Background: an optimization exercise with open tools, aiming at small area, a short achievable clock period and few clock cycles per item. Do not read the settings as production practice. RTL that was checked went through simulation tests only; none was proved equivalent to the original.

## P
==> module tc_uplink_codec, before the edit <==
module tc_uplink_codec (
    input  wire        clk,
    input  wire        rst_n,
    input  wire        in_valid,
    output reg         in_ready,
    input  wire [7:0]  in_data,
    input  wire        in_last,
    input  wire [1:0]  in_op,
    output reg         out_valid,
    input  wire        out_ready,
    output reg  [7:0]  out_data,
    output reg         out_last,
    output wire [15:0] out_res
);
    localparam [1:0] OP_CRC  = 2'd0;
    localparam [1:0] OP_SCR  = 2'd1;
    localparam [1:0] OP_CLTU = 2'd2;
    localparam [1:0] OP_TC   = 2'd3;
    localparam [2:0] S_IDLE  = 3'd0;
    localparam [2:0] S_SYNC1 = 3'd1;
    localparam [2:0] S_BODY  = 3'd2;
    localparam [2:0] S_FILL  = 3'd3;
    localparam [2:0] S_PAR   = 3'd4;
    localparam [2:0] S_TAIL  = 3'd5;
    localparam [1:0] SRC_DATA  = 2'd0;
    localparam [1:0] SRC_CRCHI = 2'd1;
    localparam [1:0] SRC_CRCLO = 2'd2;
    localparam [1:0] SRC_DONE  = 2'd3;
    function [15:0] crc16_byte;
        input [15:0] c;
        input [7:0]  b;
        integer k;
        reg [15:0] r;
        begin
            r = c ^ {b, 8'h00};
            for (k = 0; k < 8; k = k + 1)
                r = r[15] ? ((r << 1) ^ 16'h1021) : (r << 1);
            crc16_byte = r;
        end
    endfunction
    function [7:0] par_step;
        input [7:0] a;
        input [7:0] b;
        reg [7:0] x;
        begin
            x = a ^ b;
            par_step = {x[6:0], x[7]};
        end
    endfunction
    function [7:0] scr_step;
        input [7:0] y;
        scr_step = {y[0] ^ y[2] ^ y[7], y[4] ^ y[7], y[3] ^ y[6], y[2] ^ y[5],
                    y[1] ^ y[4], y[0] ^ y[3], y[0] ^ y[7], y[1] ^ y[4] ^ y[7]};
    endfunction
    reg [2:0]  state;
    reg [1:0]  op;
    reg [1:0]  src;
    reg        first;      
    reg [15:0] res;        
    reg        carry;      
    reg [7:0]  scr;        
    reg [7:0]  blk_par;    
    reg [2:0]  cnt;        
    reg        int_go;     
    reg        skid_full;
    reg [7:0]  skid_data;
    reg        skid_last;
    assign out_res = res;
    wire st_idle = (state == S_IDLE);
    wire st_body = (state == S_BODY);
    wire st_fill = (state == S_FILL);
    wire st_par  = (state == S_PAR);
    wire st_tail = (state == S_TAIL);
    wire op_crc  = (op == OP_CRC) || (op == OP_TC);
    wire op_scr  = (op == OP_SCR) || (op == OP_TC);
    wire op_cltu = op[1];
    wire load = !out_valid || out_ready;
    wire idle_go = st_idle && in_valid && !skid_full &&
                   !(out_valid && out_last && !out_ready);
    wire take    = in_ready && in_valid;
    wire prod    = take || int_go || (idle_go && in_op[1]);
    reg [7:0] pay_byte;
    always @(*) begin
        case (src)
            SRC_CRCHI: pay_byte = res[15:8];
            SRC_CRCLO: pay_byte = res[7:0];
            default:   pay_byte = in_data;
        endcase
    end
    wire [7:0] coded_byte = op_scr ? (pay_byte ^ scr) : pay_byte;
    reg [1:0] src_next;
    always @(*) begin
        case (src)
            SRC_DATA:  src_next = in_last ? (op_crc ? SRC_CRCHI : SRC_DONE) : SRC_DATA;
            SRC_CRCHI: src_next = SRC_CRCLO;
            default:   src_next = SRC_DONE;
        endcase
    end
    wire pay_final = (src_next == SRC_DONE);
    reg [7:0] prod_data;
    reg       prod_last;
    always @(*) begin
        prod_data = coded_byte;
        prod_last = 1'b0;
        case (state)
            S_IDLE:  prod_data = 8'hEB;
            S_SYNC1: prod_data = 8'h90;
            S_BODY:  prod_last = !op_cltu && pay_final;
            S_FILL:  prod_data = 8'h55;
            S_PAR:   prod_data = blk_par;
            S_TAIL: begin
                prod_data = 8'hC5;
                prod_last = (cnt == 3'b100);
            end
            default: ;
        endcase
    end
    reg [2:0] state_next;
    reg [1:0] src_upd;
    always @(*) begin
        state_next = state;
        src_upd    = src;
        case (state)
            S_IDLE: begin
                src_upd = SRC_DATA;
                if (idle_go)
                    state_next = in_op[1] ? S_SYNC1 : S_BODY;
            end
            S_SYNC1: if (prod) state_next = S_BODY;
            S_BODY: if (prod) begin
                src_upd = src_next;
                if (op_cltu) begin
                    if (cnt == 3'b100)
                        state_next = S_PAR;
                    else if (pay_final)
                        state_next = S_FILL;
                end else if (pay_final) begin
                    state_next = S_IDLE;
                end
            end
            S_FILL: if (prod && cnt == 3'b100) state_next = S_PAR;
            S_PAR:  if (prod) state_next = (src == SRC_DONE) ? S_TAIL : S_BODY;
            S_TAIL: if (prod && cnt == 3'b100) state_next = S_IDLE;
            default: state_next = S_IDLE;
        endcase
    end
    wire skid_next = !load && (skid_full || prod);
    wire body_data_next = (state_next == S_BODY) && (src_upd == SRC_DATA);
    wire int_next  = (state_next == S_SYNC1) || (state_next == S_FILL) ||
                     (state_next == S_PAR) || (state_next == S_TAIL) ||
                     ((state_next == S_BODY) && (src_upd == SRC_CRCHI || src_upd == SRC_CRCLO));
    always @(posedge clk) begin
        if (!rst_n) begin
            out_valid <= 1'b0;
            skid_full <= 1'b0;
        end else begin
            skid_full <= skid_next;
            if (load)
                out_valid <= skid_full || prod;
        end
        if (load) begin
            out_data <= skid_full ? skid_data : prod_data;
            out_last <= skid_full ? skid_last : prod_last;
        end
        if (!skid_full) begin
            skid_data <= prod_data;
            skid_last <= prod_last;
        end
    end
    wire       cin   = st_par || carry;
    wire [2:0] pair  = {1'b0, res[1:0]} + {2'b00, cin};
    always @(posedge clk) begin
        if (!rst_n) begin
            state    <= S_IDLE;
            in_ready <= 1'b0;
            int_go   <= 1'b0;
        end else begin
            state    <= state_next;
            in_ready <= body_data_next && !skid_next;
            int_go   <= int_next && !skid_next;
        end
        src <= src_upd;
        if (st_idle) begin
            scr     <= 8'hFF;
            first   <= 1'b1;
            blk_par <= 8'h00;
            cnt     <= 3'b001;
            carry   <= 1'b0;
        end
        if (idle_go) begin
            op  <= in_op;
            res <= {16{in_op[0] ~^ in_op[1]}};
        end
        if (prod && !st_idle) begin
            if (op == OP_CLTU) begin
                res   <= {pair[1:0], res[15:2]};
                carry <= pair[2];
            end
            if (st_body || st_fill || st_par)
                blk_par <= par_step(blk_par, prod_data);
            if (op_cltu && (st_body || st_fill || st_tail))
                cnt <= {cnt[1:0], cnt[2] ^ cnt[1]};
        end
        if (take) begin
            first <= 1'b0;
            case (op)
                OP_SCR:  res[7:0] <= par_step(res[7:0], in_data);
                OP_CLTU: ;
                default: res <= crc16_byte(res, 8'h00) ^ crc16_byte(16'h0000, in_data);
            endcase
        end
        if (prod && st_body) begin
            scr <= scr_step(scr);
            if (first) begin
                scr[0] <= 1'b0;
                scr[1] <= 1'b1;
                scr[5] <= 1'b1;
                scr[6] <= 1'b1;
                scr[7] <= 1'b0;
            end
        end
    end
endmodule
Settings: LEC_CHECK=0, ABC_AREA=1, CAP_MARGIN=20, CORE_MARGIN=2, CORE_UTILIZATION=40, PLACE_DENSITY=0.6, SETUP_SLACK_MARGIN=2.85, SLEW_MARGIN=20; clock period 5.0 ns.
standard.sh (not shown) runs the stock make flow with config.mk's settings and CLKGATE_MAP_FILE= SYNTH_SCRIPT=/design/flow/synth_recipe.tcl, a recipe that flattens the netlist after the stock synthesis.
==> flow/flow/run.sh <==
#!/bin/bash
# Standard layout, with plain buffers (not delay cells) on the ports.
set -euo pipefail
export BUFFER_PORTS_ARGS="-buffer_cell sky130_fd_sc_hd__buf_2"
bash standard.sh > standard.log 2>&1
Testbench counts of P, summed over its fixed seeds: cycles 19,099, bytes 15,499.
Modified inputs, Q compared to P
--- a/flow/design.v
+++ b/flow/design.v
@@ -3,5 +3,5 @@
     input  wire        rst_n,
     input  wire        in_valid,
-    output reg         in_ready,
+    output wire        in_ready,
     input  wire [7:0]  in_data,
     input  wire        in_last,
@@ -62,5 +62,4 @@
     reg [7:0]  blk_par;    
     reg [2:0]  cnt;        
-    reg        int_go;     
     reg        skid_full;
     reg [7:0]  skid_data;
@@ -76,4 +75,8 @@
     wire op_cltu = op[1];
     wire load = !out_valid || out_ready;
+    wire st_int = (state == S_SYNC1) || (state == S_FILL) || (state == S_PAR) ||
+                  (state == S_TAIL) || (st_body && src != SRC_DATA);
+    assign in_ready = st_body && (src == SRC_DATA) && !skid_full;
+    wire int_go  = st_int && !skid_full;
     wire idle_go = st_idle && in_valid && !skid_full &&
                    !(out_valid && out_last && !out_ready);
@@ -146,8 +149,4 @@
     end
     wire skid_next = !load && (skid_full || prod);
-    wire body_data_next = (state_next == S_BODY) && (src_upd == SRC_DATA);
-    wire int_next  = (state_next == S_SYNC1) || (state_next == S_FILL) ||
-                     (state_next == S_PAR) || (state_next == S_TAIL) ||
-                     ((state_next == S_BODY) && (src_upd == SRC_CRCHI || src_upd == SRC_CRCLO));
     always @(posedge clk) begin
         if (!rst_n) begin
@@ -173,10 +172,6 @@
         if (!rst_n) begin
             state    <= S_IDLE;
-            in_ready <= 1'b0;
-            int_go   <= 1'b0;
         end else begin
             state    <= state_next;
-            in_ready <= body_data_next && !skid_next;
-            int_go   <= int_next && !skid_next;
         end
         src <= src_upd;
==> run notes <==
No stage failed in Q, and the final checks on the layout all came back clean. The capturing element of the worst setup path comes out out_res[4] in one run and in_ready in the other, namely in P and Q respectively. Highest-delay cell along the critical path = dfxtp_1: P; highest-delay cell along the critical path = edfxtp_1: Q. Going from P to Q, post-route cell area neither gained nor lost much, met2 layer usage reported by global route lost 1.4 points. In Q, the number of cells on the worst reg-to-reg path came out 2 below the value in P. Taking P as the reference point, the post-route fraction of the period consumed by the critical path of Q rises by 3.7 points. On first-iteration DRC count: Q sits below P.
The RTL of Q was laid out without a check of its function.

==> static timing again, ports no longer ideal <==
In the flow no input, the clock included, has a driving cell. The finished layouts below were timed again as built, in two steps.
Step 1 sets driving cells, clkbuf_16 on the clock port and buf_2 on the other inputs (assumed; they add their load-dependent delay and slew).
Step 2 also shifts input and output timing later by t, the mid clock arrival at the registers, as if the neighbouring blocks saw the same clock.
Slacks: ideal / step 1 / step 2; pairs: ideal / step 1.
| run | t, ns | setup WS [ns] | worst setup path at the end | slew at the worst register clock pin (ns) | cell pins on the clock port's net |
|---|---|---|---|---|---|
| P | 0.389 | 2.898 / 2.864 / 2.523 | input to register | 0.09 / 0.09 | 1 |
| Q | 0.373 | 2.715 / 2.681 / 2.595 | input to register | 0.08 / 0.08 | 1 |
After both steps every run listed still meets setup and hold. The setup slack of P, which loses most, moves by -0.034 ns with the drivers and by -0.375 ns with both steps.
